This is an optimization exercise on Yosys and OpenROAD, whose aim is a short achievable clock period and few clock cycles, not a production implementation. Only simulation tests tie the RTL to the original design; equivalence was not proved. Power figures rest on the tool's default switching activity, not on a simulated workload.

$ cat flow/config.mk
export PLATFORM = sky130hd
export DESIGN_NAME = lerc2_bs_stream
export DESIGN_NICKNAME = lerc2_bs_stream
export VERILOG_FILES = /design/flow/design.v
export SDC_FILE = /design/flow/constraint.sdc
export NUM_CORES = 4
export LEC_CHECK = 0
export ABC_CLOCK_PERIOD_IN_PS = 2500
export CAP_MARGIN = 20
export CELL_PAD_IN_SITES_DETAIL_PLACEMENT = 1
export CELL_PAD_IN_SITES_GLOBAL_PLACEMENT = 2
export CORE_MARGIN = 2
export CORE_UTILIZATION = 35
export PLACE_DENSITY = 0.55
export SETUP_SLACK_MARGIN = 5
export SLEW_MARGIN = 20
$ cat flow/flow/run.sh
#!/bin/bash
# Standard layout, with timing repair aimed below the clock period: a larger
# setup margin for repair_timing and a tighter delay target for ABC.
set -euo pipefail
bash standard.sh SETUP_SLACK_MARGIN=6.5 ABC_CLOCK_PERIOD_IN_PS=2000 finish > standard_make.log 2>&1
$ cat flow/standard.sh
#!/bin/bash
# synth_recipe.tcl (not shown) runs the flow's synth.tcl, then flattens the netlist and writes it again
# the make line also repeats each setting of config.mk as NAME=value (left out here)
make -C /OpenROAD-flow-scripts/flow DESIGN_CONFIG=/design/flow/config.mk WORK_HOME=/design/flow/orfs CLKGATE_MAP_FILE= SYNTH_SCRIPT=/design/flow/synth_recipe.tcl "${@:-finish}"
$ cat flow/constraint.sdc
create_clock -name core_clock -period 9.0 [get_ports {clk}]
set_input_delay 1.8000 -clock core_clock [delete_from_list [all_inputs] [get_ports {clk}]]
set_output_delay 1.8000 -clock core_clock [all_outputs]
set_load 0.01 [all_outputs]
$ cat flow/design.v
module lerc2_bs_stream (
    input  wire        clk,
    input  wire        rst,
    input  wire        start,
    output wire        start_ready,
    input  wire [31:0] total,
    input  wire [31:0] len,
    input  wire        in_valid,
    output wire        in_ready,
    input  wire [31:0] in_data,
    output wire        code_valid,
    input  wire        code_ready,
    output wire [31:0] code_data,
    output reg         done,
    output reg  [1:0]  err,
    output reg  [7:0]  err_arg
);
    localparam [1:0] E_OK = 2'd0, E_TRUNC = 2'd1, E_WIDTH = 2'd2, E_FIELD = 2'd3;
    localparam [1:0] P_A1 = 2'd0, P_A2 = 2'd1, P_B2 = 2'd2, P_STOP = 2'd3;
    reg         active;          
    assign start_ready = !active;
    wire        accept = start && !active;
    reg [255:0] mem;
    reg [3:0]   wpw;             
    reg         in_rdy;
    assign in_ready = in_rdy;
    wire        wr = in_valid && in_rdy;
    wire [5:0]  wpb = {wpw, 2'b00};
    reg         q_end   [0:1];
    reg [5:0]   q_w     [0:1];
    reg         q_z     [0:1];   
    reg [31:0]  q_c     [0:1];
    reg         q_one   [0:1];   
    reg [8:0]   q_s     [0:1];   
    reg [31:0]  q_sh    [0:1];   
    reg [31:0]  q_m     [0:1];   
    reg [1:0]   q_err   [0:1];
    reg [7:0]   q_arg   [0:1];
    reg         q_rd, q_wr;      
    reg [1:0]   q_v;             
    wire        q_full  = q_v[0] && q_v[1];
    wire        q_ne    = q_v[0] || q_v[1];
    reg [1:0]   pst;
    reg         first;           
    reg [31:0]  rem;             
    reg [31:0]  left;            
    reg         lzero;           
    reg [31:0]  left_n;          
    reg [33:0]  gap;             
    reg [1:0]   wacc;            
    reg [5:0]   pp;              
    reg [31:0]  php;             
    reg [5:0]   hw;
    reg [31:0]  hc;
    reg         h0;              
    reg         hone;            
    reg         cgt;             
    reg [8:0]   hs;
    reg [31:0]  hm;
    reg [8:0]   xs9, xc9;        
    reg [39:0]  rsum, rcar;      
    reg [39:0]  gsum, gcar;      
    reg [31:0]  hsh;             
    reg [8:0]   pa;              
    reg         cv;              
    reg [7:0]   hb0;             
    reg         hbcz;            
    reg         hg1, hg5, hg9;   
    reg         tr;              
    wire [39:0] hb_mem;
    genvar gi, gk;
    generate
        for (gi = 0; gi < 40; gi = gi + 1) begin : g_hb
            wire [31:0] t;
            for (gk = 0; gk < 32; gk = gk + 1) begin : g_k
                assign t[gk] = php[gk] & mem[8 * ((gk + gi / 8) % 32) + gi % 8];
            end
            assign hb_mem[gi] = |t;
        end
    endgenerate
    wire        a_bsel = first && (wpw == 4'd1);
    wire        a_byp  = a_bsel && wr;
    wire [39:0] hb     = a_bsel ? {in_data[7:0], mem[31:0]} : hb_mem;
    wire rem0   = (rem == 32'd0);
    wire rem_l5 = (rem < 32'd5);
    wire rem_l9 = (rem < 32'd9);
    wire [33:0] gap_e = gap + {30'd0, wacc, 2'b00};    
    wire gap1   = !gap_e[33] && (gap_e[32:0] >= 33'd1);
    wire gap5   = !gap_e[33] && (gap_e[32:0] >= 33'd5);
    wire gap9   = !gap_e[33] && (gap_e[32:0] >= 33'd9);
    function [12:0] a_dec;       
        input [7:0] b0;
        input       bcz;         
        input       g1, g5, g9;
        begin
            a_dec = 13'd0;
            if (lzero)
                a_dec = {1'b0, 1'b1, E_OK, 8'd0, 1'b0};
            else if (rem0)
                a_dec = {1'b0, 1'b1, E_TRUNC, 8'd0, 1'b0};
            else if (g1) begin
                if (b0 > 8'd32)
                    a_dec = {1'b0, 1'b1, E_WIDTH, b0, 1'b0};
                else if (rem_l5)
                    a_dec = {1'b0, 1'b1, E_TRUNC, 8'd0, 1'b0};
                else if (g5) begin
                    if (bcz)
                        a_dec = {1'b0, 1'b1, E_FIELD, 8'd13, 1'b0};
                    else if (b0 == 8'd0) begin
                        if (rem_l9)
                            a_dec = {1'b0, 1'b1, E_TRUNC, 8'd0, 1'b0};
                        else if (g9)
                            a_dec = {1'b1, 1'b0, E_OK, 8'd0, 1'b0};
                    end else
                        a_dec = {1'b1, 1'b0, E_OK, 8'd0, 1'b0};
                end
            end
        end
    endfunction
    wire [12:0] ad   = a_dec(hb0, hbcz, hg1, hg5, hg9);
    wire        a_go  = ad[12];
    wire        a_end = ad[11];
    wire [1:0]  a_err = ad[10:9];
    wire [7:0]  a_arg = ad[8:1];
    wire [39:0] m0 = hw[0] ? {8'd0, hc}         : 40'd0;
    wire [39:0] m1 = hw[1] ? {7'd0, hc, 1'b0}   : 40'd0;
    wire [39:0] m2 = hw[2] ? {6'd0, hc, 2'd0}   : 40'd0;
    wire [39:0] m3 = hw[3] ? {5'd0, hc, 3'd0}   : 40'd0;
    wire [39:0] m4 = hw[4] ? {4'd0, hc, 4'd0}   : 40'd0;
    wire [39:0] m5 = hw[5] ? {3'd0, hc, 5'd0}   : 40'd0;
    wire [39:0] sa = m0 ^ m1 ^ m2;
    wire [39:0] ca = {((m0 & m1) | (m0 & m2) | (m1 & m2)), 1'b0};
    wire [39:0] sb = m3 ^ m4 ^ m5;
    wire [39:0] cb = {((m3 & m4) | (m3 & m5) | (m4 & m5)), 1'b0};
    wire [39:0] sd = sa ^ ca ^ sb;
    wire [39:0] cd = {((sa & ca) | (sa & sb) | (ca & sb)), 1'b0};
    wire [39:0] se = sd ^ cd ^ cb;
    wire [39:0] ce = {((sd & cd) | (sd & cb) | (cd & cb)), 1'b0};
    wire [32:0] lmc = {1'b0, left} - {1'b0, hc};       
    function [79:0] csa3;        
        input [39:0] a, b, c;
        csa3 = {((a & b) | (a & c) | (b & c)) << 1, a ^ b ^ c};
    endfunction
    wire [39:0] kh  = 40'd6 - (h0 ? 40'd72 : 40'd40);
    wire [79:0] n1  = csa3(~m1, ~m2, ~m3);
    wire [79:0] n2  = csa3(n1[79:40], ~m4, ~m5);
    wire [79:0] r1  = csa3({5'd0, rem, 3'b000}, kh, ~m0);
    wire [79:0] r2  = csa3(r1[39:0], r1[79:40], n1[39:0]);
    wire [79:0] r3  = csa3(r2[39:0], r2[79:40], n2[39:0]);
    wire [79:0] r4  = csa3(r3[39:0], r3[79:40], n2[79:40]);
    wire [79:0] g1  = csa3({{3{gap[33]}}, gap, 3'b000}, kh, ~m0);
    wire [79:0] g2  = csa3(g1[39:0], g1[79:40], n1[39:0]);
    wire [79:0] g3  = csa3(g2[39:0], g2[79:40], n2[39:0]);
    wire [79:0] g4  = csa3(g3[39:0], g3[79:40], n2[79:40]);
    wire [6:0]  hw7  = {1'b0, hw} + 7'd7;
    wire [2:0]  ho   = h0 ? 3'd4 : hw7[5:3];
    wire [8:0]  hs_n = {pp + {3'd0, ho}, hw7[2:0]};
    function [31:0] rotl;        
        input [31:0] v;
        input [2:0]  k;
        case (k)
        3'd0:    rotl = v;
        3'd1:    rotl = {v[30:0], v[31]};
        3'd2:    rotl = {v[29:0], v[31:30]};
        3'd3:    rotl = {v[28:0], v[31:29]};
        default: rotl = {v[27:0], v[31:28]};
        endcase
    endfunction
    wire [39:0] r_t = rsum + rcar;
    wire [39:0] g_t = gsum + gcar;
    wire [8:0]  pn  = pa + xs9 + xc9;
    wire        c_ok  = !cgt && !tr;
    reg         bv;              
    reg         sp;              
    reg         x1sp;            
    reg [5:0]   bw;
    reg         bz;              
    reg [31:0]  bcnt;
    reg         bone;            
    reg [31:0]  bm;
    reg [8:0]   es;              
    reg [31:0]  fbh;             
    reg         end_pend;
    reg [1:0]   end_err;
    reg [7:0]   end_arg;
    reg         x1v;
    reg [39:0]  x1d;
    reg [2:0]   x1sh;
    reg [31:0]  x1m;
    reg         x1z;             
    reg         ov, sv;
    reg [31:0]  od, sd_r;
    assign code_valid = ov;
    assign code_data  = od;
    wire [5:0] fb    = es[8:3];                  
    reg        avr;              
    wire       room  = !(x1v && ov && sv);       
    wire       c_bad = sp && cv && !c_ok;        
    wire       fire  = bv && !c_bad && room && (bz || avr);
    wire       x1bad = x1v && x1sp && c_bad;      
    wire       x1mv  = x1v && !x1bad;
    wire       last  = fire && bone;
    wire       slot_free = !bv || last;
    wire       h_end = q_end[q_rd];
    wire       c_go  = cv && !q_full;
    wire       load_q   = slot_free && q_ne && !h_end;
    wire       load_a2  = slot_free && !q_ne && (pst == P_A2) && a_go;
    wire       load_b2  = slot_free && !q_ne && (pst == P_B2) && !sp;
    wire       load_h   = load_a2 || load_b2;
    wire       take_end = slot_free && q_ne && h_end && !end_pend;
    wire       q_pop  = load_q || take_end;
    wire       a1_ld  = ((pst == P_A1) && (!cv || c_go)) || (pst == P_A2);
    wire       a_push = (pst == P_A2) && a_end && !q_full;
    wire       c_push = c_go && !(sp && c_ok);
    wire       q_push = a_push || c_push;
    wire [39:0] xw;
    generate
        for (gi = 0; gi < 40; gi = gi + 1) begin : g_xw
            wire [31:0] t;
            for (gk = 0; gk < 32; gk = gk + 1) begin : g_k
                assign t[gk] = fbh[gk] & mem[8 * ((gk + gi / 8) % 32) + gi % 8];
            end
            assign xw[gi] = |t;
        end
    endgenerate
    wire [39:0] x1n  = {xw[7:0], xw[15:8], xw[23:16], xw[31:24], xw[39:32]};
    wire [39:0] xsh  = x1d >> x1sh;
    wire [31:0] code = x1z ? {x1d[7:0], x1d[15:8], x1d[23:16], x1d[31:24]}
                           : (xsh[31:0] & x1m);
    wire [5:0]  eb3 = {3'd0, es[2:0]} + {1'b0, bw[4:0]} + {bw[5], 5'd0};
    wire [2:0]  ei  = eb3[5:3];
    wire [8:0]  es_f = {fb + {3'd0, ei}, eb3[2:0]};
    wire [31:0] fbh_f = rotl(fbh, ei);
    wire [31:0] hsh_n = rotl(php, ho);
    wire [31:0] hm_n  = h0 ? 32'd0 : (32'hFFFF_FFFF >> (6'd32 - hw));
    wire        hone_n = (hc == 32'd1);
    wire [8:0]  es_n = load_q ? q_s[q_rd] : load_h ? hs_n : fire ? es_f : es;
    function av;                 
        input [5:0] w, f;
        reg   [5:0] d;
        begin
            d  = w - f - 6'd5;
            av = !d[5];
        end
    endfunction
    wire [3:0] av0 = {av(wpb, q_s[q_rd][8:3]), av(wpb, hs_n[8:3]),
                      av(wpb, es_f[8:3]), av(wpb, fb)};
    wire [3:0] av1 = {av(wpb + 6'd4, q_s[q_rd][8:3]), av(wpb + 6'd4, hs_n[8:3]),
                      av(wpb + 6'd4, es_f[8:3]), av(wpb + 6'd4, fb)};
    wire [3:0] avw = wr ? av1 : av0;
    wire       avr_n = load_q ? avw[3] : load_h ? avw[2] : fire ? avw[1] : avw[0];
    wire [5:0] sp_w  = wpb + 6'd4 - fb;
    wire [5:0] sp_nw = wpb - fb;
    always @(posedge clk) begin
        if (rst) begin
            active   <= 1'b0;
            wpw      <= 4'd0;
            in_rdy   <= 1'b0;
            q_rd     <= 1'b0;
            q_wr     <= 1'b0;
            q_v      <= 2'd0;
            pst      <= P_STOP;
            cv       <= 1'b0;
            first    <= 1'b0;
            rem      <= 32'd0;
            left     <= 32'd0;
            lzero    <= 1'b1;
            gap      <= 34'd0;
            wacc     <= 2'd0;
            pp       <= 6'd0;
            php      <= 32'd1;
            bv       <= 1'b0;
            sp       <= 1'b0;
            es       <= 9'd0;
            avr      <= 1'b0;
            fbh      <= 32'd1;
            end_pend <= 1'b0;
            x1v      <= 1'b0;
            ov       <= 1'b0;
            sv       <= 1'b0;
            done     <= 1'b0;
            err      <= E_OK;
            err_arg  <= 8'd0;
        end else begin
            done <= 1'b0;
            if (wr) begin
                mem[{wpw[2:0], 5'd0} +: 32] <= in_data;
                wpw <= wpw + 4'd1;
            end
            if (active)
                in_rdy <= wr ? (sp_w <= 6'd28) : (sp_nw <= 6'd28);
            if (a1_ld) begin
                hb0  <= hb[7:0];
                hw   <= hb[5:0];
                hc   <= hb[39:8];
                h0   <= (hb[7:0] == 8'd0);
                hbcz <= (hb[39:8] == 32'd0);
                hg1  <= gap1 || a_byp;
                hg5  <= gap5 || a_byp;
                hg9  <= gap9;
            end
            if (pst == P_A1 && (!cv || c_go))
                pst <= P_A2;
            if (pst == P_A2) begin
                if (a_go) begin
                    pst   <= P_B2;
                    first <= 1'b0;
                end else if (a_push) begin
                    pst   <= P_STOP;
                end
            end
            if (pst == P_A2) begin
                xs9    <= se[8:0];
                xc9    <= ce[8:0];
                rsum   <= r4[39:0];
                rcar   <= r4[79:40];
                gsum   <= g4[39:0];
                gcar   <= g4[79:40];
                cgt    <= lmc[32];
                left_n <= lmc[31:0];
                hone   <= hone_n;
                hs     <= hs_n;
                hsh    <= hsh_n;
                hm     <= hm_n;
                pa     <= {pp + (h0 ? 6'd9 : 6'd5), 3'b111};
            end
            if (pst == P_B2) begin
                rem   <= r_t[34:3];
                tr    <= r_t[39];
                left  <= left_n;
                lzero <= (left_n == 32'd0);
                pp    <= pn[8:3];
                php   <= 32'd1 << pn[7:3];
                gap   <= g_t[36:3];
                wacc  <= wacc + {1'b0, wr};
                cv    <= 1'b1;
                pst   <= P_A1;
            end else if (pst == P_A2 && a_go) begin
                wacc  <= wacc + {1'b0, wr};
            end else begin
                gap  <= gap + {30'd0, wacc, 2'b00};
                wacc <= {1'b0, wr};
            end
            if (c_go) begin
                cv <= 1'b0;
                if (!c_ok) pst <= P_STOP;
            end
            if (!q_full) begin
                q_end[q_wr] <= !cv || !c_ok;
                q_w[q_wr]   <= hw;
                q_z[q_wr]   <= h0;
                q_c[q_wr]   <= hc;
                q_one[q_wr] <= hone;
                q_s[q_wr]   <= hs;
                q_sh[q_wr]  <= hsh;
                q_m[q_wr]   <= hm;
                q_err[q_wr] <= !cv ? a_err : (cgt ? E_FIELD : E_TRUNC);
                q_arg[q_wr] <= !cv ? a_arg : (cgt ? 8'd13 : 8'd0);
            end
            if (q_push) q_wr <= !q_wr;
            if (q_pop)  q_rd <= !q_rd;
            if (q_pop)  q_v[q_rd] <= 1'b0;
            if (q_push) q_v[q_wr] <= 1'b1;
            if (fire) begin
                bcnt <= bcnt - 32'd1;
                bone <= (bcnt == 32'd2);
            end
            if (room) begin
                x1d  <= x1n;
                x1sh <= ~es[2:0];
                x1m  <= bm;
                x1z  <= bz;
            end
            es  <= es_n;
            avr <= avr_n;
            fbh <= load_q ? q_sh[q_rd] : load_h ? hsh_n : fire ? fbh_f : fbh;
            if (slot_free) begin
                if (q_ne) begin
                    bw   <= q_w[q_rd];
                    bz   <= q_z[q_rd];
                    bcnt <= q_c[q_rd];
                    bone <= q_one[q_rd];
                    bm   <= q_m[q_rd];
                end else begin
                    bw   <= hw;
                    bz   <= h0;
                    bcnt <= hc;
                    bone <= hone_n;
                    bm   <= hm_n;
                end
                bv  <= load_q || load_h;
            end
            if (load_h) sp <= 1'b1;
            if (cv) begin
                sp <= 1'b0;
                if (c_bad) bv <= 1'b0;
            end
            if (take_end) begin
                end_pend <= 1'b1;
                end_err  <= q_err[q_rd];
                end_arg  <= q_arg[q_rd];
            end
            if (cv)        x1sp <= 1'b0;
            else if (room) x1sp <= sp;
            if (ov && !code_ready) begin
                if (x1mv && !sv) begin
                    sd_r <= code;
                    sv   <= 1'b1;
                    x1v  <= fire;
                end else begin
                    x1v  <= x1mv || fire;
                end
            end else if (sv) begin
                od <= sd_r;
                ov <= 1'b1;
                if (x1mv) begin
                    sd_r <= code;
                    x1v  <= fire;
                end else begin
                    sv   <= 1'b0;
                    x1v  <= fire;
                end
            end else if (x1mv) begin
                od  <= code;
                ov  <= 1'b1;
                x1v <= fire;
            end else begin
                ov  <= 1'b0;
                x1v <= fire;
            end
            if (active && end_pend && !x1v && !sv && (!ov || code_ready)) begin
                done     <= 1'b1;
                err      <= end_err;
                err_arg  <= end_arg;
                active   <= 1'b0;
                in_rdy   <= 1'b0;
                pst      <= P_STOP;
                cv       <= 1'b0;
                bv       <= 1'b0;
                sp       <= 1'b0;
                end_pend <= 1'b0;
            end
            if (accept) begin
                active   <= 1'b1;
                in_rdy   <= 1'b1;
                wpw      <= 4'd0;
                q_rd     <= 1'b0;
                q_wr     <= 1'b0;
                q_v      <= 2'd0;
                pst      <= P_A1;
                cv       <= 1'b0;
                first    <= 1'b1;
                rem      <= len;
                left     <= total;
                lzero    <= (total == 32'd0);
                gap      <= 34'd0;
                wacc     <= 2'd0;
                pp       <= 6'd0;
                php      <= 32'd1;
                bv       <= 1'b0;
                sp       <= 1'b0;
                es       <= 9'd0;
                avr      <= 1'b0;
                fbh      <= 32'd1;
                end_pend <= 1'b0;
            end
        end
    end
endmodule
==> flow_summary.toml, run 1 <==
[finish]
final-seq-area_um2 = 35700
multiInputGateArea_um2 = 48200
area_growth_syn_to_layout_pct = 34.3
fraction_of_layout_instances_using_a_drive_strength_above_1_pct = 32.0
fillerInstances = 24639
post_layout_nets = 9356

[clock_network]
htree_levels = 4
clock_pin_slew_reported_for_the_worst_setup_and_hold_paths_after_clock_tree_synthesis_ns = 0.06
cts_tree = "done"
cts_sinks = 1252
clock_path_buffers = 3
tritoncts.num_buffers = 158
worstSkewPairLatency_ns = 0.90
number_of_hold_repair_buffers_added_at_the_cts_stage = 0
clock_tree_root_buffer_cell = "sky130_fd_sc_hd__clkbuf_16"

[route]
avgViaCountPerCell = 6.71
detailedRoute.firstIterationViolations = 11141
drt-wirelength-per-cell_um = 39.8
postRouteWirelength_um = 479000
drt-pass1-iter-count = 10
route.detailed.drc = 0
via_count = 80826
antenna_left = 0

[timing]
fin_skew_ns = 0.0969
clock.fmax_ghz = 0.241
final_setup_tns_ns = 0
timing.final.hold_violations = 0
hold-worst-slack_ns = 0.401
worst-slew-pin-transition_ns = 1.20
unrepaired_setup_endpoints_after_global_routing = "yes"
final_max_slew_viol_count = 0
post-route-period-util_pct = 46.0
timing.final.crit_period_ns = 4.14
maxSlewHeadroom_pct = 20.1
setup_viol = 0

[die]
design.die.area_um2 = 239000
core.rowCount = 178
coreArea_um2 = 235000
effective_utilization_at_floorplan_pct = 35.1
floorplan.die.width_um = 489
fp.dieH_um = 489
top_level_ports = 147

[place]
place_hpwl_um = 266000
gp_congestion = 0.903
place.port_buffers = 146

[worst_setup_path]
timing.setup.critical_path_class = "flip-flop to flip-flop"
worstPathArrival_ns = 4.89
crit_path_start_kind = "flip-flop"
worst-endpoint-required_ns = 9.74
crit_fanout = 4
rrSetupSlack_ns = 4.86
cp-end-kind = "flip-flop"

[synth]
number_of_storage_elements_in_the_synthesis_netlist = 1252
number_of_different_library_cells_in_the_post_synthesis_netlist = 87
synth.yosys.seq_area_share_pct = 43.0
syn_inst = 8133
synth-async-reset-ratio_pct = 0
syn-mean-instance-area_um2 = 10.1
yosys_warnings = 1
syn_nets = 8753
top_reg_cell_synth = "sky130_fd_sc_hd__edfxtp_1"
post_synth_instance_area_um2 = 82400
post_synth_edffs = 1039

[global_routing]
grt_pass1_wl_um = 656000
number_of_global_route_vias_before_repair = 81273
grt_remaining_overflow = 0
gr-usage-all-layers_pct = 38.7
pin_count_of_the_biggest_net_entering_global_routing = 92
grt_antenna_before_repair = 39

[flow_run]
max_capacitance_violation_count = 0

[pwr]
cellLeakagePower_nw = 40.6
pwr_density_cell_nw_per_um2 = 192
max-vdd-ir-drop_v = 0.000167

[status]
status = "no timing/DRC/antenna violations"

[hold_path]
holdCritPathClass = "flip-flop to flip-flop"
## timing repair
| item | CTS | global route |
|---|---|---|
| endpoints found under the setup margin | 1994 | 990 |
| gates resized for setup | 1853 | 658 |
| gates cloned | 99 | 9 |
| pin swaps | 453 | 385 |
| buffers inserted | 706 | 209 |
## sequential cells by signal, indices dropped and copies added, names as in the netlist, 34 cells and up, named ones only
signal  count
q_sh       64
mem       256
gsum       35
rcar       35
gcar       35
x1d        39
q_c        64
q_m        64
rsum       35
gap        34
## cells by family (layout without fill, tap and decap cells)
group / Yosys count / in the layout / synth area share, %
compound gates: 2511 / 2518 / 22.1
simple gates: 1827 / 1848 / 10.6
buf+inv: 1473 / 2182 / 6.78
flops: 1252 / 1252 / 43.0
fa+ha+maj: 519 / 519 / 10.4
mux: 362 / 362 / 4.99
xor+xnor: 189 / 189 / 2.01
other cells: 0 / 20 / 0
## Yosys cell counts, types with 7 or more instances
cell type | instances | area (um2)
sky130_fd_sc_hd__a211oi_1 | 69 | 518
sky130_fd_sc_hd__a21boi_0 | 7 | 52.6
sky130_fd_sc_hd__a21o_1 | 55 | 413
sky130_fd_sc_hd__a21oi_1 | 316 | 1580
sky130_fd_sc_hd__a221oi_1 | 249 | 2180
sky130_fd_sc_hd__a22o_1 | 414 | 3630
sky130_fd_sc_hd__a22oi_1 | 809 | 6070
sky130_fd_sc_hd__a311oi_1 | 43 | 377
sky130_fd_sc_hd__a31oi_1 | 31 | 194
sky130_fd_sc_hd__and2_1 | 24 | 150
sky130_fd_sc_hd__and3_1 | 18 | 113
sky130_fd_sc_hd__and4_1 | 11 | 96.3
sky130_fd_sc_hd__buf_1 | 86 | 323
sky130_fd_sc_hd__buf_2 | 12 | 60.1
sky130_fd_sc_hd__clkbuf_1 | 793 | 2980
sky130_fd_sc_hd__dfxtp_1 | 213 | 4260
sky130_fd_sc_hd__edfxtp_1 | 1039 | 31200
sky130_fd_sc_hd__fa_1 | 281 | 5630
sky130_fd_sc_hd__ha_1 | 238 | 2980
sky130_fd_sc_hd__inv_1 | 573 | 2150
sky130_fd_sc_hd__mux2_2 | 114 | 1280
sky130_fd_sc_hd__mux2i_1 | 220 | 2200
sky130_fd_sc_hd__mux4_2 | 28 | 631
sky130_fd_sc_hd__nand2_1 | 565 | 2120
sky130_fd_sc_hd__nand2b_1 | 55 | 344
sky130_fd_sc_hd__nand3_1 | 137 | 686
sky130_fd_sc_hd__nand4_1 | 227 | 1420
sky130_fd_sc_hd__nor2_1 | 441 | 1660
sky130_fd_sc_hd__nor2b_1 | 56 | 350
sky130_fd_sc_hd__nor3_1 | 118 | 591
sky130_fd_sc_hd__nor4_1 | 64 | 400
sky130_fd_sc_hd__o211ai_1 | 14 | 105
sky130_fd_sc_hd__o21a_1 | 22 | 165
sky130_fd_sc_hd__o21ai_0 | 296 | 1480
sky130_fd_sc_hd__o21bai_1 | 15 | 113
sky130_fd_sc_hd__o22ai_1 | 79 | 494
sky130_fd_sc_hd__o2bb2ai_1 | 32 | 280
sky130_fd_sc_hd__o31ai_1 | 11 | 82.6
sky130_fd_sc_hd__or2_2 | 8 | 50.1
sky130_fd_sc_hd__or3_1 | 23 | 144
sky130_fd_sc_hd__or4_1 | 47 | 353
sky130_fd_sc_hd__xnor2_1 | 142 | 1240
sky130_fd_sc_hd__xor2_1 | 47 | 412
## metal layers
layer	part of all wire (%)	GRT usage, %	vias up
met5	0.053	0.0403	-
met4	7.8	23.5	26
met3	11	12.6	2005
met2	43	58.3	5541
met1	38	48.0	41282
li1	-	-	31972
## cell type report
class	count	area share, %
well taps	3150	3.56
clock inverters	99	1.23
clock buffers	195	3.74
diodes	20	0.0452
multi-input cells	5436	43.6
repair inverters	1	0.00678
repair buffers	1312	13.5
inverters	575	2.05
flip-flops and latches	1252	32.3
## through the flow
stage	setup slack, ns	power (mW)	instances	utilization [%]	area (um2)
after global routing	4.72	22.1	12027	47.2	111000
final	4.86	21.3	12040	47.2	111000
after global placement	3.49	12.6	10703	36.7	86200
after CTS	4.95	20.8	11802	45.3	106000
after floorplan	2.40	10.5	8133	-	82500
after detailed placement	3.38	12.6	10703	36.7	86200
## path summary, 6_finish.rpt
path / end / from / cells after the start
setup / recovery: avr / hb0[2] / 24
hold / removal: q_sh[0][31] / hsh[31] / 0
setup reg to reg: avr / hb0[2] / 24
hold reg to reg: q_sh[0][31] / hsh[31] / 0
## layout by cell type, fill, tap and decap left out, types with 51 or more instances in the layout
cell                                 n
sky130_fd_sc_hd__o21ai_1            56
sky130_fd_sc_hd__clkbuf_16         165
sky130_fd_sc_hd__dfxtp_4            56
sky130_fd_sc_hd__o22ai_1            63
sky130_fd_sc_hd__inv_2             125
sky130_fd_sc_hd__nand4_1           227
sky130_fd_sc_hd__inv_1             424
sky130_fd_sc_hd__buf_12            140
sky130_fd_sc_hd__buf_4             691
sky130_fd_sc_hd__a21oi_4            53
sky130_fd_sc_hd__nand2_4            60
sky130_fd_sc_hd__ha_1              183
sky130_fd_sc_hd__xnor2_1           116
sky130_fd_sc_hd__a21oi_2            51
sky130_fd_sc_hd__a21oi_1           213
sky130_fd_sc_hd__edfxtp_1         1039
sky130_fd_sc_hd__a22o_1            413
sky130_fd_sc_hd__buf_16             76
sky130_fd_sc_hd__a21o_1             53
sky130_fd_sc_hd__dfxtp_1           119
sky130_fd_sc_hd__mux2_2             84
sky130_fd_sc_hd__mux2i_1           190
sky130_fd_sc_hd__a221oi_1          214
sky130_fd_sc_hd__a22oi_1           792
sky130_fd_sc_hd__fa_2              154
sky130_fd_sc_hd__nand3_1           128
sky130_fd_sc_hd__o21ai_0           203
sky130_fd_sc_hd__clkdlybuf4s50_1    67
sky130_fd_sc_hd__nand2_1           475
sky130_fd_sc_hd__buf_6             198
sky130_fd_sc_hd__fa_1              127
sky130_fd_sc_hd__nor2_1            373
## report_power, final
group / leakage, nW / total, mW / switching [mW] / internal (mW)
clock: 2.62 / 6.84 / 2.94 / 3.91
sequential: 11.4 / 7.46 / 0.518 / 6.94
combinational: 26.6 / 6.98 / 4.10 / 2.87
total: 40.6 / 21.3 / 7.56 / 13.7
## critical path, cell delays in order (launching register included)
cell	delay (ns)
sky130_fd_sc_hd__edfxtp_1	0.43
sky130_fd_sc_hd__buf_12	0.18
sky130_fd_sc_hd__nor3_4	0.20
sky130_fd_sc_hd__buf_12	0.14
sky130_fd_sc_hd__xnor2_4	0.06
sky130_fd_sc_hd__buf_6	0.14
sky130_fd_sc_hd__nor2_4	0.12
sky130_fd_sc_hd__buf_12	0.12
sky130_fd_sc_hd__ha_4	0.13
sky130_fd_sc_hd__inv_2	0.05
sky130_fd_sc_hd__fa_2	0.36
sky130_fd_sc_hd__nor2b_2	0.13
sky130_fd_sc_hd__o21ai_1	0.09
sky130_fd_sc_hd__xnor2_1	0.28
sky130_fd_sc_hd__ha_1	0.30
sky130_fd_sc_hd__inv_2	0.08
sky130_fd_sc_hd__ha_4	0.21
sky130_fd_sc_hd__a31oi_4	0.19
sky130_fd_sc_hd__xnor2_2	0.14
sky130_fd_sc_hd__nor2_1	0.07
sky130_fd_sc_hd__a21oi_2	0.15
sky130_fd_sc_hd__xnor2_1	0.14
sky130_fd_sc_hd__o22ai_1	0.10
sky130_fd_sc_hd__a31oi_1	0.16
sky130_fd_sc_hd__nor2_1	0.06
Testbench counts, summed over its fixed seeds: cycles 25,999.
==> run 2, diff against run 1 <==
--- a/flow/design.v
+++ b/flow/design.v
@@ -33,6 +33,8 @@
     reg         q_one   [0:1];   
     reg [8:0]   q_s     [0:1];   
     reg [31:0]  q_sh    [0:1];   
+    reg [5:0]   q_p     [0:1];   
+    reg [5:0]   q_p1    [0:1];
     reg [31:0]  q_m     [0:1];   
     reg [1:0]   q_err   [0:1];
     reg [7:0]   q_arg   [0:1];
@@ -61,6 +63,7 @@
     reg [39:0]  rsum, rcar;      
     reg [39:0]  gsum, gcar;      
     reg [31:0]  hsh;             
+    reg [5:0]   hp, hp1;         
     reg [8:0]   pa;              
     reg         cv;              
     reg [7:0]   hb0;             
@@ -171,9 +174,10 @@
     wire [8:0]  pn  = pa + xs9 + xc9;
     wire        c_ok  = !cgt && !tr;
     reg         bv;              
-    reg         sp;              
-    reg         x1sp;            
+    reg         bsp;             
     reg [5:0]   bw;
+    reg [2:0]   bwh, bwh1, bwl;  
+    reg [5:0]   ep, ep1;         
     reg         bz;              
     reg [31:0]  bcnt;
     reg         bone;            
@@ -195,23 +199,18 @@
     wire [5:0] fb    = es[8:3];                  
     reg        avr;              
     wire       room  = !(x1v && ov && sv);       
-    wire       c_bad = sp && cv && !c_ok;        
-    wire       fire  = bv && !c_bad && room && (bz || avr);
-    wire       x1bad = x1v && x1sp && c_bad;      
-    wire       x1mv  = x1v && !x1bad;
+    wire       fire  = bv && (!bsp || c_ok) && room && (bz || avr);
     wire       last  = fire && bone;
     wire       slot_free = !bv || last;
     wire       h_end = q_end[q_rd];
     wire       c_go  = cv && !q_full;
     wire       load_q   = slot_free && q_ne && !h_end;
-    wire       load_a2  = slot_free && !q_ne && (pst == P_A2) && a_go;
-    wire       load_b2  = slot_free && !q_ne && (pst == P_B2) && !sp;
-    wire       load_h   = load_a2 || load_b2;
+    wire       load_b2  = slot_free && !q_ne && (pst == P_B2);   
     wire       take_end = slot_free && q_ne && h_end && !end_pend;
     wire       q_pop  = load_q || take_end;
     wire       a1_ld  = ((pst == P_A1) && (!cv || c_go)) || (pst == P_A2);
     wire       a_push = (pst == P_A2) && a_end && !q_full;
-    wire       c_push = c_go && !(sp && c_ok);
+    wire       c_push = c_go && !(bsp && c_ok);
     wire       q_push = a_push || c_push;
     wire [39:0] xw;
     generate
@@ -227,14 +226,14 @@
     wire [39:0] xsh  = x1d >> x1sh;
     wire [31:0] code = x1z ? {x1d[7:0], x1d[15:8], x1d[23:16], x1d[31:24]}
                            : (xsh[31:0] & x1m);
-    wire [5:0]  eb3 = {3'd0, es[2:0]} + {1'b0, bw[4:0]} + {bw[5], 5'd0};
-    wire [2:0]  ei  = eb3[5:3];
-    wire [8:0]  es_f = {fb + {3'd0, ei}, eb3[2:0]};
-    wire [31:0] fbh_f = rotl(fbh, ei);
-    wire [31:0] hsh_n = rotl(php, ho);
-    wire [31:0] hm_n  = h0 ? 32'd0 : (32'hFFFF_FFFF >> (6'd32 - hw));
-    wire        hone_n = (hc == 32'd1);
-    wire [8:0]  es_n = load_q ? q_s[q_rd] : load_h ? hs_n : fire ? es_f : es;
+    wire [3:0]  elo = {1'b0, es[2:0]} + {1'b0, bwl};
+    wire        ec  = elo[3];
+    wire [8:0]  es_f = {ec ? ep1 : ep, elo[2:0]};
+    wire [31:0] fbh_f = ec ? rotl(fbh, bwh1) : rotl(fbh, bwh);
+    wire [5:0]  epa = ep + {3'd0, bwh};
+    wire [5:0]  epb = epa + 6'd1;
+    wire [5:0]  epc = epa + 6'd2;
+    wire [8:0]  es_n = load_q ? q_s[q_rd] : load_b2 ? hs : fire ? es_f : es;
     function av;                 
         input [5:0] w, f;
         reg   [5:0] d;
@@ -243,12 +242,12 @@
             av = !d[5];
         end
     endfunction
-    wire [3:0] av0 = {av(wpb, q_s[q_rd][8:3]), av(wpb, hs_n[8:3]),
-                      av(wpb, es_f[8:3]), av(wpb, fb)};
-    wire [3:0] av1 = {av(wpb + 6'd4, q_s[q_rd][8:3]), av(wpb + 6'd4, hs_n[8:3]),
-                      av(wpb + 6'd4, es_f[8:3]), av(wpb + 6'd4, fb)};
+    wire [3:0] av0 = {av(wpb, q_s[q_rd][8:3]), av(wpb, hs[8:3]),
+                      ec ? av(wpb, ep1) : av(wpb, ep), av(wpb, fb)};
+    wire [3:0] av1 = {av(wpb + 6'd4, q_s[q_rd][8:3]), av(wpb + 6'd4, hs[8:3]),
+                      ec ? av(wpb + 6'd4, ep1) : av(wpb + 6'd4, ep), av(wpb + 6'd4, fb)};
     wire [3:0] avw = wr ? av1 : av0;
-    wire       avr_n = load_q ? avw[3] : load_h ? avw[2] : fire ? avw[1] : avw[0];
+    wire       avr_n = load_q ? avw[3] : load_b2 ? avw[2] : fire ? avw[1] : avw[0];
     wire [5:0] sp_w  = wpb + 6'd4 - fb;
     wire [5:0] sp_nw = wpb - fb;
     always @(posedge clk) begin
@@ -270,7 +269,7 @@
             pp       <= 6'd0;
             php      <= 32'd1;
             bv       <= 1'b0;
-            sp       <= 1'b0;
+            bsp      <= 1'b0;
             es       <= 9'd0;
             avr      <= 1'b0;
             fbh      <= 32'd1;
@@ -318,10 +317,12 @@
                 gcar   <= g4[79:40];
                 cgt    <= lmc[32];
                 left_n <= lmc[31:0];
-                hone   <= hone_n;
+                hone   <= (hc == 32'd1);
                 hs     <= hs_n;
-                hsh    <= hsh_n;
-                hm     <= hm_n;
+                hsh    <= rotl(php, ho);
+                hp     <= hs_n[8:3] + {3'd0, hw[5:3]};
+                hp1    <= hs_n[8:3] + {3'd0, hw[5:3]} + 6'd1;
+                hm     <= h0 ? 32'd0 : (32'hFFFF_FFFF >> (6'd32 - hw));
                 pa     <= {pp + (h0 ? 6'd9 : 6'd5), 3'b111};
             end
             if (pst == P_B2) begin
@@ -353,6 +354,8 @@
                 q_one[q_wr] <= hone;
                 q_s[q_wr]   <= hs;
                 q_sh[q_wr]  <= hsh;
+                q_p[q_wr]   <= hp;
+                q_p1[q_wr]  <= hp1;
                 q_m[q_wr]   <= hm;
                 q_err[q_wr] <= !cv ? a_err : (cgt ? E_FIELD : E_TRUNC);
                 q_arg[q_wr] <= !cv ? a_arg : (cgt ? 8'd13 : 8'd0);
@@ -373,54 +376,68 @@
             end
             es  <= es_n;
             avr <= avr_n;
-            fbh <= load_q ? q_sh[q_rd] : load_h ? hsh_n : fire ? fbh_f : fbh;
+            fbh <= load_q ? q_sh[q_rd] : load_b2 ? hsh : fire ? fbh_f : fbh;
+            if (load_q) begin
+                ep  <= q_p[q_rd];
+                ep1 <= q_p1[q_rd];
+            end else if (load_b2) begin
+                ep  <= hp;
+                ep1 <= hp1;
+            end else if (fire) begin
+                ep  <= ec ? epb : epa;
+                ep1 <= ec ? epc : epb;
+            end
             if (slot_free) begin
                 if (q_ne) begin
                     bw   <= q_w[q_rd];
+                    bwh  <= q_w[q_rd][5:3];
+                    bwh1 <= q_w[q_rd][5:3] + 3'd1;
+                    bwl  <= q_w[q_rd][2:0];
                     bz   <= q_z[q_rd];
                     bcnt <= q_c[q_rd];
                     bone <= q_one[q_rd];
                     bm   <= q_m[q_rd];
                 end else begin
                     bw   <= hw;
+                    bwh  <= hw[5:3];
+                    bwh1 <= hw[5:3] + 3'd1;
+                    bwl  <= hw[2:0];
                     bz   <= h0;
                     bcnt <= hc;
-                    bone <= hone_n;
-                    bm   <= hm_n;
+                    bone <= hone;
+                    bm   <= hm;
                 end
-                bv  <= load_q || load_h;
+                bv  <= load_q || load_b2;
+                bsp <= load_b2;
             end
-            if (load_h) sp <= 1'b1;
             if (cv) begin
-                sp <= 1'b0;
-                if (c_bad) bv <= 1'b0;
+                bsp <= 1'b0;
+                if (bsp && !c_ok) bv <= 1'b0;
             end
             if (take_end) begin
                 end_pend <= 1'b1;
                 end_err  <= q_err[q_rd];
                 end_arg  <= q_arg[q_rd];
             end
-            if (cv)        x1sp <= 1'b0;
-            else if (room) x1sp <= sp;
             if (ov && !code_ready) begin
-                if (x1mv && !sv) begin
+                if (x1v && !sv) begin
                     sd_r <= code;
                     sv   <= 1'b1;
                     x1v  <= fire;
                 end else begin
-                    x1v  <= x1mv || fire;
+                    x1v  <= x1v || fire;
                 end
             end else if (sv) begin
                 od <= sd_r;
                 ov <= 1'b1;
-                if (x1mv) begin
+                if (x1v) begin
                     sd_r <= code;
                     x1v  <= fire;
                 end else begin
                     sv   <= 1'b0;
                     x1v  <= fire;
                 end
-            end else if (x1mv) begin
+            end else if (x1v) begin
                 od  <= code;
                 ov  <= 1'b1;
                 x1v <= fire;
@@ -437,7 +454,7 @@
                 pst      <= P_STOP;
                 cv       <= 1'b0;
                 bv       <= 1'b0;
-                sp       <= 1'b0;
+                bsp      <= 1'b0;
                 end_pend <= 1'b0;
             end
             if (accept) begin
@@ -458,7 +475,7 @@
                 pp       <= 6'd0;
                 php      <= 32'd1;
                 bv       <= 1'b0;
-                sp       <= 1'b0;
+                bsp      <= 1'b0;
                 es       <= 9'd0;
                 avr      <= 1'b0;
                 fbh      <= 32'd1;
==> flow/run.sh (new file) <==
#!/bin/bash
# synth_recipe.tcl (not shown) runs the flow's synth.tcl, then flattens the netlist and writes it again
# the make line also repeats each setting of config.mk as NAME=value (left out here)
make -C /OpenROAD-flow-scripts/flow DESIGN_CONFIG=/design/flow/config.mk WORK_HOME=/design/flow/orfs CLKGATE_MAP_FILE= SYNTH_SCRIPT=/design/flow/synth_recipe.tcl finish
removed: flow/flow/run.sh
removed: flow/standard.sh
==> flow_summary.toml, run 2 <==
[die]
coreArea_um2 = 244000
fp.dieH_um = 500
top_level_ports = 147
core.rowCount = 181
effective_utilization_at_floorplan_pct = 35.3
floorplan.die.width_um = 500
design.die.area_um2 = 250000

[worst_setup_path]
crit_fanout = 172
crit_path_cell_trace = "clkdlybuf4s50_1 > nand2_1 > nor2_4 > buf_16"
worst_path_dominant_cell_family = "buffers and inverters"
critical_path_buf_inv_count = 2
worstPathArrival_ns = 4.47
cp-end-kind = "flip-flop"
worst_path_largest_cell_delay_ns = 0.73
worst-endpoint-required_ns = 9.44
crit_path_start_kind = "primary input"
timing.setup.critical_path_class = "primary input to flip-flop"
cp_max_stage_cell = "sky130_fd_sc_hd__clkdlybuf4s50_1"

[synth]
post_synth_most_frequent_cells = "sky130_fd_sc_hd__edfxtp_1, sky130_fd_sc_hd__a22oi_1, sky130_fd_sc_hd__clkbuf_1"
syn_inst = 8513
synth.yosys.seq_area_share_pct = 43.0
yosys.area.top_type_share_pct = 38.0
post_synth_instance_area_um2 = 86000
syn-mean-instance-area_um2 = 10.1
cell_with_the_most_instances_after_synthesis = "sky130_fd_sc_hd__edfxtp_1"
synth-async-reset-ratio_pct = 0
top_reg_cell_synth = "sky130_fd_sc_hd__edfxtp_1"
number_of_storage_elements_in_the_synthesis_netlist = 1302
post_synth_edffs = 1089
post_synth_main_area_contributors = "sky130_fd_sc_hd__edfxtp_1, sky130_fd_sc_hd__a22oi_1, sky130_fd_sc_hd__fa_1"
synth.largest_area_cell = "sky130_fd_sc_hd__edfxtp_1"
number_of_different_library_cells_in_the_post_synthesis_netlist = 86
yosys_warnings = 1
syn_nets = 9147

[place]
place_hpwl_um = 281000
gp_congestion = 0.889
place.port_buffers = 146
place_inst = 11136
post_dp_cell_area_um2 = 89800

[timing]
post-route-period-util_pct = 44.8
timing.final.crit_period_ns = 4.03
final_setup_tns_ns = 0
fin_skew_ns = 0.0795
worst-slew-pin-transition_ns = 1.17
maxSlewHeadroom_pct = 21.0
unrepaired_setup_endpoints_after_global_routing = "yes"
setup_viol = 0
timing.final.hold_violations = 0
clock.fmax_ghz = 0.248
final_max_slew_viol_count = 0

[finish]
final_cell_area_um2 = 96200
largest_reg_flops = 256
stdcell_count = 11529
final_common_cell = "sky130_fd_sc_hd__edfxtp_1"
area_growth_syn_to_layout_pct = 12.0
fraction_of_layout_instances_using_a_drive_strength_above_1_pct = 9.85
mostFrequentLayoutCells = "sky130_fd_sc_hd__edfxtp_1, sky130_fd_sc_hd__a22oi_1, sky130_fd_sc_hd__nand2_1, sky130_fd_sc_hd__inv_1, sky130_fd_sc_hd__nor2_1"
post_layout_nets = 8780

[route]
via_count = 76916
antenna_left = 0
avgViaCountPerCell = 6.67
postRouteWirelength_um = 438000
route.detailed.drc = 0
drt-wirelength-per-cell_um = 38.0
detailedRoute.firstIterationViolations = 9611
drt-pass1-iter-count = 8

[clock_network]
clock_pin_slew_reported_for_the_worst_setup_and_hold_paths_after_clock_tree_synthesis_ns = 0.06
cts_tree = "done"
cts_sinks = 1302
worstSkewPairLatency_ns = 0.87
clock_tree_root_buffer_cell = "sky130_fd_sc_hd__clkbuf_16"
htree_levels = 4
clock_path_buffers = 3
number_of_hold_repair_buffers_added_at_the_cts_stage = 0
tritoncts.num_buffers = 164

[pwr]
cellLeakagePower_nw = 34.6
pwr_density_cell_nw_per_um2 = 210
power.total_mw = 20.2
max-vdd-ir-drop_v = 0.000190

[global_routing]
number_of_global_route_vias_before_repair = 78297
pin_count_of_the_biggest_net_entering_global_routing = 173
grt_remaining_overflow = 0
gr-usage-all-layers_pct = 34.2
grt_antenna_before_repair = 35
grt_pass1_wl_um = 617000

[flow_run]
max_capacitance_violation_count = 0

[hold_path]
holdCritPathClass = "flip-flop to flip-flop"

[status]
status = "no timing/DRC/antenna violations"
run 2: cell count changes after synthesis, sizes merged, moves of 31 or more:
| cell | delta |
|---|---|
| a21oi | +32 |
| nor2 | +47 |
| edfxtp | +50 |
| buf | +80 |
| o22ai | -36 |
| mux4 | +32 |
| clkbuf | -59 |
| o21ai | +34 |
| o2bb2ai | -32 |
| nor3 | +31 |
| nand2 | +115 |
| a211oi | +81 |
run 2: timing repair:
action / CTS / global route
setup buffers: 15 / 24
resized for setup: 45 / 29
endpoints found under the setup margin: 357 / 182
pin swaps: 5 / 3
gates cloned: 4 / 1
run 2: layer usage:
metal	wire (um)	vias up	track usage, %
li1	-	31330	-
met1	178000	39386	44.4
met2	193000	4714	52.6
met3	41100	1466	8.90
met4	25200	20	16.8
met5	178	-	0
run 2: power by group:
part	leakage [nW]	switching [mW]	internal, mW
clock network	2.70	2.97	4.00
registers	11.9	0.621	7.27
logic	20.0	3.40	1.91
total	34.6	6.99	13.2
run 2: area by class of cell:
| class | count | area, um2 |
|---|---|---|
| sequential | 1302 | 37100 |
| tap | 3202 | 4010 |
| clock inverter | 86 | 1210 |
| fill | 26471 | 147000 |
| timing repair buffer | 381 | 3340 |
| antenna | 41 | 103 |
| multi-input combinational | 5730 | 43900 |
| clock buffer | 220 | 4460 |
| inverter | 567 | 2150 |
run 2: cell families (layout without fill, tap and decap cells):
kind of cell               count (synthesis)  in the layout  share of synthesized area [%]
and+or+nand+nor                         2030           2033                           11.2
DFF                                     1302           1302                           43.0
xor gates and xnor gates                 208            208                           2.12
adders and majority gates                533            533                           10.2
muxes                                    371            371                           5.36
buffers and inverters                   1486           1254                           6.56
AOI/OAI and AO/OA                       2583           2585                           21.6
other                                      0             41                              0
run 2: path summary, 6_finish.rpt:
| check | start | endpoint | slack, ns | depth (start not counted) |
|---|---|---|---|---|
| setup reg to reg | php[21] | hbcz | 5.12 | 10 |
| setup / recovery | in_valid | mem[110] | 4.97 | 4 |
| hold / removal | bm[20] | x1m[20] | 0.42 | 0 |
| hold reg to reg | bm[20] | x1m[20] | 0.42 | 0 |
run 2: metrics by stage:
step | setup WS, ns | utilization (%) | hold slack (ns)
final | 4.97 | 39.5 | 0.419
after global routing | 4.93 | 39.5 | 0.425
after CTS | 4.89 | 39.3 | 0.420
after detailed placement | 3.89 | 36.9 | 0.407
after global placement | 3.69 | 36.9 | 0.402
after floorplan | 2.23 | - | 0.400
Testbench counts of run 2, summed over its fixed seeds: cycles 26,314.
==> run 3, diff against run 2 <==
==> flow/flow/run.sh (new file) <==
#!/bin/bash
# Standard layout, with timing repair aimed below the clock period: a larger
# setup margin for repair_timing and a tighter delay target for ABC.
set -euo pipefail
bash standard.sh SETUP_SLACK_MARGIN=6.5 ABC_CLOCK_PERIOD_IN_PS=2000 finish > standard_make.log 2>&1
==> flow/standard.sh (new file) <==
#!/bin/bash
# synth_recipe.tcl (not shown) runs the flow's synth.tcl, then flattens the netlist and writes it again
# the make line also repeats each setting of config.mk as NAME=value (left out here)
make -C /OpenROAD-flow-scripts/flow DESIGN_CONFIG=/design/flow/config.mk WORK_HOME=/design/flow/orfs CLKGATE_MAP_FILE= SYNTH_SCRIPT=/design/flow/synth_recipe.tcl "${@:-finish}"
removed: flow/run.sh
==> flow_summary.toml, run 3 <==
[finish]
fraction_of_layout_instances_using_a_drive_strength_above_1_pct = 32.2
final_cell_area_um2 = 116000
post_layout_nets = 9818
mostFrequentLayoutCells = "sky130_fd_sc_hd__edfxtp_1, sky130_fd_sc_hd__a22oi_1, sky130_fd_sc_hd__buf_4, sky130_fd_sc_hd__nand2_1, sky130_fd_sc_hd__inv_1"
area_growth_syn_to_layout_pct = 34.9
largest_reg_flops = 256
final_common_cell = "sky130_fd_sc_hd__edfxtp_1"
finish.utilization_pct = 47.6

[place]
place.port_buffers = 146
post-place-ws_ns = 3.73
place_hpwl_um = 283000
post_dp_cell_area_um2 = 89800
gp_congestion = 0.895

[pwr]
max-vdd-ir-drop_v = 0.000181
pwr_density_cell_nw_per_um2 = 190
power.total_mw = 22.1
cellLeakagePower_nw = 43.0

[worst_setup_path]
crit_path_start_kind = "flip-flop"
cp-startpoint = "hw[0]"
worstPathArrival_ns = 4.12
rrSetupSlack_ns = 5.52
timing.reg2reg.worst_path_depth = 15
crit_fanout = 3
cp-end-kind = "flip-flop"
critical_path.reg2reg.endpoint = "hp1[5]"
timing.setup.critical_path_class = "flip-flop to flip-flop"
reg2reg_from = "hw[0]"
worst-endpoint-required_ns = 9.64

[synth]
yosys.area_share.adder_pct = 10.2
synth-async-reset-ratio_pct = 0
number_of_different_library_cells_in_the_post_synthesis_netlist = 86
post_synth_and_or_nand_nor_area_fraction_pct = 11.2
cell_with_the_most_instances_after_synthesis = "sky130_fd_sc_hd__edfxtp_1"
post_synth_edffs = 1089
synth.largest_area_cell = "sky130_fd_sc_hd__edfxtp_1"
synth-xor-area-share_pct = 2.12
syn_nets = 9147
post_synth_instance_area_um2 = 86000
synth_compound_area_share_pct = 21.6
syn-mean-instance-area_um2 = 10.1
syn_inst = 8513
top_reg_cell_synth = "sky130_fd_sc_hd__edfxtp_1"
yosys.area.top_type_share_pct = 38.0
synth.yosys.seq_area_share_pct = 43.0
number_of_storage_elements_in_the_synthesis_netlist = 1302
post_synth_most_frequent_cells = "sky130_fd_sc_hd__edfxtp_1, sky130_fd_sc_hd__a22oi_1, sky130_fd_sc_hd__clkbuf_1"
post_synth_main_area_contributors = "sky130_fd_sc_hd__edfxtp_1, sky130_fd_sc_hd__a22oi_1, sky130_fd_sc_hd__fa_1"
yosys_warnings = 1
largest_family_of_logic_cells_by_synthesized_area = "compound AO/OA/AOI/OAI gates"
synth.mux.area_fraction_pct = 5.36

[clock_network]
clock_pin_slew_reported_for_the_worst_setup_and_hold_paths_after_clock_tree_synthesis_ns = 0.06
clock_path_buffers = 3
clock_tree_root_buffer_cell = "sky130_fd_sc_hd__clkbuf_16"
number_of_hold_repair_buffers_added_at_the_cts_stage = 0
tritoncts.num_buffers = 164
worstSkewPairLatency_ns = 0.91
htree_levels = 4
cts_sinks = 1302
cts_tree = "done"

[die]
top_level_ports = 147
core.rowCount = 181
design.die.area_um2 = 250000
floorplan.die.width_um = 500
coreArea_um2 = 244000
effective_utilization_at_floorplan_pct = 35.3
fp.dieH_um = 500

[route]
avgViaCountPerCell = 6.76
detailedRoute.firstIterationViolations = 11429
route.detailed.drc = 0
drt-pass1-iter-count = 10
via_count = 85049
antenna_left = 0
drt-wirelength-per-cell_um = 40.7
postRouteWirelength_um = 512000

[timing]
fin_ws_ns = 5.52
fin_skew_ns = 0.105
unrepaired_setup_endpoints_after_global_routing = "yes"
setup_viol = 0
worst-slew-pin-transition_ns = 1.25
timing.final.crit_period_ns = 3.48
clock.fmax_ghz = 0.287
final_max_slew_viol_count = 0
final_setup_tns_ns = 0
timing.final.hold_violations = 0
post-route-period-util_pct = 38.7
maxSlewHeadroom_pct = 16.0

[global_routing]
grt_remaining_overflow = 0
grt_antenna_before_repair = 48
gr-usage-all-layers_pct = 38.8
grt_pass1_wl_um = 689000
number_of_global_route_vias_before_repair = 84548
pin_count_of_the_biggest_net_entering_global_routing = 81

[hold_path]
hold_path.startpoint = "bm[30]"
min_delay_worst_endpoint = "x1m[30]"
depth_of_the_worst_hold_timing_path = 0
holdCritPathClass = "flip-flop to flip-flop"

[flow_run]
max_capacitance_violation_count = 0

[status]
status = "no timing/DRC/antenna violations"
-- run 3: cell types whose count changed in the layout (fill, tap and decap cells not counted), sizes merged, moves of 5 or more --
cell / before / now
clkinvlp: 12 / 23
bufbuf: 0 / 21
clkinv: 61 / 73
inv: 564 / 554
clkdlybuf4s50: 145 / 77
clkbuf: 221 / 250
dlymetal6s2s: 0 / 13
nand2b: 70 / 75
buf: 235 / 1251
dlygate4sd2: 0 / 6
diode: 41 / 51
bufinv: 16 / 8
-- run 3: area by class of cell --
type / instances / area [um2]
Fill cell: 25487 / 128000
Inverter: 567 / 2250
Timing Repair inverter: 3 / 32.5
Multi-Input combinational cell: 5745 / 50400
Timing Repair Buffer: 1401 / 16600
Clock inverter: 88 / 1020
Clock buffer: 217 / 4350
Sequential cell: 1302 / 37200
Tap cell: 3202 / 4010
Antenna cell: 51 / 128
-- run 3: per-layer routing --
layer | up-vias | wire length (um) | track usage (%)
met4 | 36 | 41300 | 24.1
met5 | - | 372 | 0.116
met3 | 2231 | 57100 | 12.9
li1 | 33545 | - | -
met1 | 43255 | 194000 | 48.3
met2 | 5982 | 219000 | 57.9
-- run 3: through the flow --
step / instances / hold slack, ns
5_1_grt: 12551 / 0.415
3_5_place_dp: 11138 / 0.408
6_report: 12576 / 0.396
2_1_floorplan: 8513 / 0.400
3_3_place_gp: 11138 / 0.401
4_1_cts: 12218 / 0.393
-- run 3: critical path: stages (launching register included) --
cell,delay (ns)
sky130_fd_sc_hd__edfxtp_1,0.42
sky130_fd_sc_hd__buf_12,0.16
sky130_fd_sc_hd__nor3_4,0.19
sky130_fd_sc_hd__buf_6,0.14
sky130_fd_sc_hd__xor2_4,0.26
sky130_fd_sc_hd__nor2_4,0.07
sky130_fd_sc_hd__buf_12,0.13
sky130_fd_sc_hd__ha_4,0.16
sky130_fd_sc_hd__fa_2,0.40
sky130_fd_sc_hd__xor2_2,0.20
sky130_fd_sc_hd__ha_1,0.32
sky130_fd_sc_hd__buf_4,0.16
sky130_fd_sc_hd__xor2_2,0.19
sky130_fd_sc_hd__nor3_2,0.18
sky130_fd_sc_hd__nand3_1,0.13
sky130_fd_sc_hd__xnor2_1,0.15
-- run 3: how the worst max path moves through the flow --
stage / to / cells after the start
2_1_floorplan: cgt / 4
3_3_place_gp: mem[115] / 5
3_5_place_dp: mem[115] / 5
4_1_cts: start_ready / 2
5_1_grt: hp1[5] / 15
6_report: hp1[5] / 15
-- run 3: cells by family (layout without fill, tap and decap cells) --
kind of cell | after synthesis | after routing
simple gates | 2030 | 2046
mux | 371 | 371
buf+inv | 1486 | 2276
other cells | 0 | 51
flops | 1302 | 1302
fa+ha+maj | 533 | 533
xor+xnor | 208 | 208
compound gates | 2583 | 2587
-- run 3: what timing repair did --
action                     4_1_cts  5_1_grt
setup buffers                  690      264
setup endpoints to repair     2013     1273
resized for setup             1954      639
gates cloned                    85       43
hold endpoints to repair         0        0
pin swaps                      568      393
-- run 3: report_power, final --
part | switching (mW) | internal (mW) | total, mW | leakage [nW]
registers | 0.583 | 7.25 | 7.84 | 11.9
logic | 4.42 | 3.14 | 7.55 | 28.5
clock network | 3.00 | 3.69 | 6.70 | 2.56
==> run 4, diff against run 3 <==
--- a/flow/design.v
+++ b/flow/design.v
@@ -18,7 +18,8 @@
     localparam [1:0] E_OK = 2'd0, E_TRUNC = 2'd1, E_WIDTH = 2'd2, E_FIELD = 2'd3;
     localparam [1:0] P_A1 = 2'd0, P_A2 = 2'd1, P_B2 = 2'd2, P_STOP = 2'd3;
     reg         active;          
-    assign start_ready = !active;
+    reg         sr;              
+    assign start_ready = sr;
     wire        accept = start && !active;
     reg [255:0] mem;
     reg [3:0]   wpw;             
@@ -64,6 +65,7 @@
     reg [39:0]  gsum, gcar;      
     reg [31:0]  hsh;             
     reg [5:0]   hp, hp1;         
+    reg [3:0]   hq, hq1;         
     reg [8:0]   pa;              
     reg         cv;              
     reg [7:0]   hb0;             
@@ -84,6 +86,8 @@
     wire        a_bsel = first && (wpw == 4'd1);
     wire        a_byp  = a_bsel && wr;
     wire [39:0] hb     = a_bsel ? {in_data[7:0], mem[31:0]} : hb_mem;
+    wire [6:0]  hbw7 = {1'b0, hb[5:0]} + 7'd7;
+    wire [3:0]  hq_n = ((hb[7:0] == 8'd0) ? 4'd4 : {1'b0, hbw7[5:3]}) + {1'b0, hb[5:3]};
     wire rem0   = (rem == 32'd0);
     wire rem_l5 = (rem < 32'd5);
     wire rem_l9 = (rem < 32'd9);
@@ -253,6 +257,7 @@
     always @(posedge clk) begin
         if (rst) begin
             active   <= 1'b0;
+            sr       <= 1'b1;
             wpw      <= 4'd0;
             in_rdy   <= 1'b0;
             q_rd     <= 1'b0;
@@ -294,6 +299,8 @@
                 hc   <= hb[39:8];
                 h0   <= (hb[7:0] == 8'd0);
                 hbcz <= (hb[39:8] == 32'd0);
+                hq   <= hq_n;
+                hq1  <= hq_n + 4'd1;
                 hg1  <= gap1 || a_byp;
                 hg5  <= gap5 || a_byp;
                 hg9  <= gap9;
@@ -320,8 +327,8 @@
                 hone   <= (hc == 32'd1);
                 hs     <= hs_n;
                 hsh    <= rotl(php, ho);
-                hp     <= hs_n[8:3] + {3'd0, hw[5:3]};
-                hp1    <= hs_n[8:3] + {3'd0, hw[5:3]} + 6'd1;
+                hp     <= pp + {2'd0, hq};
+                hp1    <= pp + {2'd0, hq1};
                 hm     <= h0 ? 32'd0 : (32'hFFFF_FFFF >> (6'd32 - hw));
                 pa     <= {pp + (h0 ? 6'd9 : 6'd5), 3'b111};
             end
@@ -450,6 +457,7 @@
                 err      <= end_err;
                 err_arg  <= end_arg;
                 active   <= 1'b0;
+                sr       <= 1'b1;
                 in_rdy   <= 1'b0;
                 pst      <= P_STOP;
                 cv       <= 1'b0;
@@ -459,6 +467,7 @@
             end
             if (accept) begin
                 active   <= 1'b1;
+                sr       <= 1'b0;
                 in_rdy   <= 1'b1;
                 wpw      <= 4'd0;
                 q_rd     <= 1'b0;
==> flow_summary.toml, run 4 <==
[route]
via_count = 85909
postRouteWirelength_um = 516000
antenna_left = 0
avgViaCountPerCell = 6.73
drt-wirelength-per-cell_um = 40.4
route.detailed.drc = 0
drt-pass1-iter-count = 8
detailedRoute.firstIterationViolations = 12172

[pwr]
power.total_mw = 24.1
pwr_density_cell_nw_per_um2 = 205
max-vdd-ir-drop_v = 0.000184
cellLeakagePower_nw = 43.2

[finish]
post_layout_nets = 9927
multiInputGateArea_um2 = 51500
fillerInstances = 25764
largest_reg_flops = 256
final_common_cell = "sky130_fd_sc_hd__edfxtp_1"
mostFrequentLayoutCells = "sky130_fd_sc_hd__edfxtp_1, sky130_fd_sc_hd__a22oi_1, sky130_fd_sc_hd__buf_4, sky130_fd_sc_hd__nand2_1, sky130_fd_sc_hd__inv_1"
area_growth_syn_to_layout_pct = 35.6
final-seq-area_um2 = 37500
fraction_of_layout_instances_using_a_drive_strength_above_1_pct = 33.5

[clock_network]
clock_tree_root_buffer_cell = "sky130_fd_sc_hd__clkbuf_16"
clock_path_buffers = 3
tritoncts.num_buffers = 166
worstSkewPairLatency_ns = 0.91
cts_tree = "done"
htree_levels = 4
cts_sinks = 1311
number_of_hold_repair_buffers_added_at_the_cts_stage = 0
clock_pin_slew_reported_for_the_worst_setup_and_hold_paths_after_clock_tree_synthesis_ns = 0.06

[die]
floorplan.die.width_um = 502
coreArea_um2 = 246000
effective_utilization_at_floorplan_pct = 35.3
design.die.area_um2 = 252000
core.rowCount = 182
fp.dieH_um = 502
top_level_ports = 147

[worst_setup_path]
timing.setup.critical_path_class = "flip-flop to flip-flop"
worst_path_largest_cell_delay_ns = 0.55
crit_path_start_kind = "flip-flop"
critical_path_buf_inv_count = 7
crit_fanout = 8
cp-end-kind = "flip-flop"
crit_path_cell_trace = "buf_6 > buf_12 > clkinvlp_4 > buf_8 > buf_12 > nor2_4 > fa_2 > buf_6 > fa_2 > fa_2 > ha_4 > inv_1"
cp_max_stage_cell = "sky130_fd_sc_hd__fa_2"
worst-endpoint-required_ns = 9.64
worst_path_dominant_cell_family = "adder cells"
crit_top_cell = "sky130_fd_sc_hd__fa_2"
worstPathArrival_ns = 4.16

[timing]
fin_skew_ns = 0.0939
unrepaired_setup_endpoints_after_global_routing = "yes"
timing.final.crit_period_ns = 3.52
clock.fmax_ghz = 0.284
final_setup_tns_ns = 0
setup_viol = 0
final_max_slew_viol_count = 0
post-route-period-util_pct = 39.1
worst-slew-pin-transition_ns = 1.28
maxSlewHeadroom_pct = 14.7
timing.final.hold_violations = 0

[place]
gp_congestion = 0.892
place_hpwl_um = 279000
place.port_buffers = 146

[synth]
top_reg_cell_synth = "sky130_fd_sc_hd__edfxtp_1"
post_synth_most_frequent_cells = "sky130_fd_sc_hd__edfxtp_1, sky130_fd_sc_hd__a22oi_1, sky130_fd_sc_hd__nand2_1"
number_of_different_library_cells_in_the_post_synthesis_netlist = 97
synth.largest_area_cell = "sky130_fd_sc_hd__edfxtp_1"
post_synth_instance_area_um2 = 86900
syn_inst = 8626
synth-async-reset-ratio_pct = 0
syn_nets = 9267
number_of_storage_elements_in_the_synthesis_netlist = 1311
cell_with_the_most_instances_after_synthesis = "sky130_fd_sc_hd__edfxtp_1"
syn-mean-instance-area_um2 = 10.1
post_synth_main_area_contributors = "sky130_fd_sc_hd__edfxtp_1, sky130_fd_sc_hd__a22oi_1, sky130_fd_sc_hd__fa_1"
yosys_warnings = 1
synth.yosys.seq_area_share_pct = 42.8
yosys.area.top_type_share_pct = 37.9
post_synth_edffs = 1097

[global_routing]
number_of_global_route_vias_before_repair = 84941
pin_count_of_the_biggest_net_entering_global_routing = 145
grt_antenna_before_repair = 42
grt_remaining_overflow = 0
grt_pass1_wl_um = 686000
gr-usage-all-layers_pct = 38.4

[hold_path]
holdCritPathClass = "flip-flop to flip-flop"

[flow_run]
max_capacitance_violation_count = 0

[status]
status = "no timing/DRC/antenna violations"
run 4: cell count changes in the layout (fill, tap and decap cells not counted), moves of 20 or more:
cell,change
sky130_fd_sc_hd__a211oi_1,-44
sky130_fd_sc_hd__nor2_1,-77
sky130_fd_sc_hd__buf_12,+31
sky130_fd_sc_hd__o21ai_1,+43
sky130_fd_sc_hd__buf_4,-33
sky130_fd_sc_hd__a21oi_1,-47
sky130_fd_sc_hd__nand2_4,+51
sky130_fd_sc_hd__clkbuf_1,-22
sky130_fd_sc_hd__inv_1,+41
sky130_fd_sc_hd__o21ai_2,+35
sky130_fd_sc_hd__nand2_2,+27
sky130_fd_sc_hd__a22o_1,-35
sky130_fd_sc_hd__o211ai_1,+43
sky130_fd_sc_hd__diode_2,-20
run 4: final timing paths:
| check | from | endpoint | slack [ns] | depth (start not counted) |
|---|---|---|---|---|
| worst max-delay path | hw[1] | rsum[3] | 5.48 | 12 |
| worst min-delay path | bm[25] | x1m[25] | 0.42 | 0 |
| worst max register to register | hw[1] | rsum[3] | 5.48 | 12 |
| worst min register to register | bm[25] | x1m[25] | 0.42 | 0 |
run 4: layer usage:
layer  track usage, %  vias up  part of all wire [%]
met5            0.598        -                  0.15
met4             23.6       40                   8.1
met3             12.4     2299                    11
met2             60.0     6006                    44
met1             45.8    43674                    37
li1                 -    33890                     -
run 4: layout make-up:
type	count	share of cell area (%)
multi-input cells	5814	43.7
clock inverters	98	1.04
inverters	606	2.04
repair buffers	1386	14.0
repair inverters	1	0.00637
well taps	3312	3.52
flip-flops and latches	1311	31.8
clock buffers	207	3.82
diodes	31	0.0658
run 4: through the flow:
stage | setup WS, ns | utilization, % | hold WS (ns) | cell area [um2] | instances
floorplan | 2.37 | - | 0.400 | 86900 | 8626
global placement | 4.22 | 37.0 | 0.406 | 91100 | 11390
detailed placement | 4.13 | 37.0 | 0.406 | 91100 | 11390
CTS | 5.58 | 44.9 | 0.420 | 111000 | 12369
global route | 5.46 | 47.8 | 0.425 | 118000 | 12744
finish | 5.48 | 47.8 | 0.418 | 118000 | 12766
run 4: power breakdown:
part / total (mW) / switching [mW] / internal, mW / leakage [nW]
logic: 9.12 / 5.36 / 3.76 / 28.5
clock network: 7.06 / 3.03 / 4.03 / 2.78
registers: 7.96 / 0.533 / 7.43 / 12.0
total: 24.1 / 8.92 / 15.2 / 43.2
run 4: cells by family (layout without fill, tap and decap cells):
family | Yosys count | count (layout) | share of synthesized area (%)
AOI/OAI and AO/OA | 2642 | 2642 | 21.8
and+or+nand+nor | 2049 | 2071 | 11.3
adders and majority gates | 540 | 540 | 10.2
xor gates and xnor gates | 203 | 203 | 2.05
muxes | 358 | 358 | 5.16
buffers and inverters | 1523 | 2298 | 6.64
other | 0 | 31 | 0
DFF | 1311 | 1311 | 42.8
run 4: repair_timing:
action,CTS,global route
setup endpoints to repair,1868,1203
pin swaps,491,452
setup buffers,597,320
cloned,77,46
hold endpoints to repair,0,0
gates resized for setup,1854,934
Testbench counts of run 4, summed over its fixed seeds: cycles 26,314.

re-timing with driven ports:
In the flow no input, the clock included, has a driving cell. The finished layouts below were timed again as built, in two steps. Step 1 (the two cells are an assumption about what drives the block):
set clk [get_ports {clk}]
set_driving_cell -lib_cell sky130_fd_sc_hd__clkbuf_16 $clk
set_driving_cell -lib_cell sky130_fd_sc_hd__buf_2 [delete_from_list [all_inputs] $clk]
Step 2 times the ports against the registers' clock, not the clock port: input delays grow and output delays shrink by t, the midpoint of the rising clock arrivals with the driver on. Slacks: ideal / step 1 / step 2; pairs: ideal / step 1.
run | shift t [ns] | setup WS [ns] | clock arrival spread, ns
run 1 | 0.952 | 4.857 / 4.857 / 4.857 | 0.099 / 0.099
run 2 | 0.937 | 4.966 / 5.008 / 4.108 | 0.080 / 0.080
run 3 | 0.966 | 5.518 / 5.426 / 5.266 | 0.114 / 0.114
run 4 | 0.971 | 5.482 / 5.482 / 5.304 | 0.096 / 0.096
After both steps setup and hold are still met in every run listed. The setup slack of run 2, which loses most, moves by +0.042 ns with the drivers and by -0.858 ns with both steps.
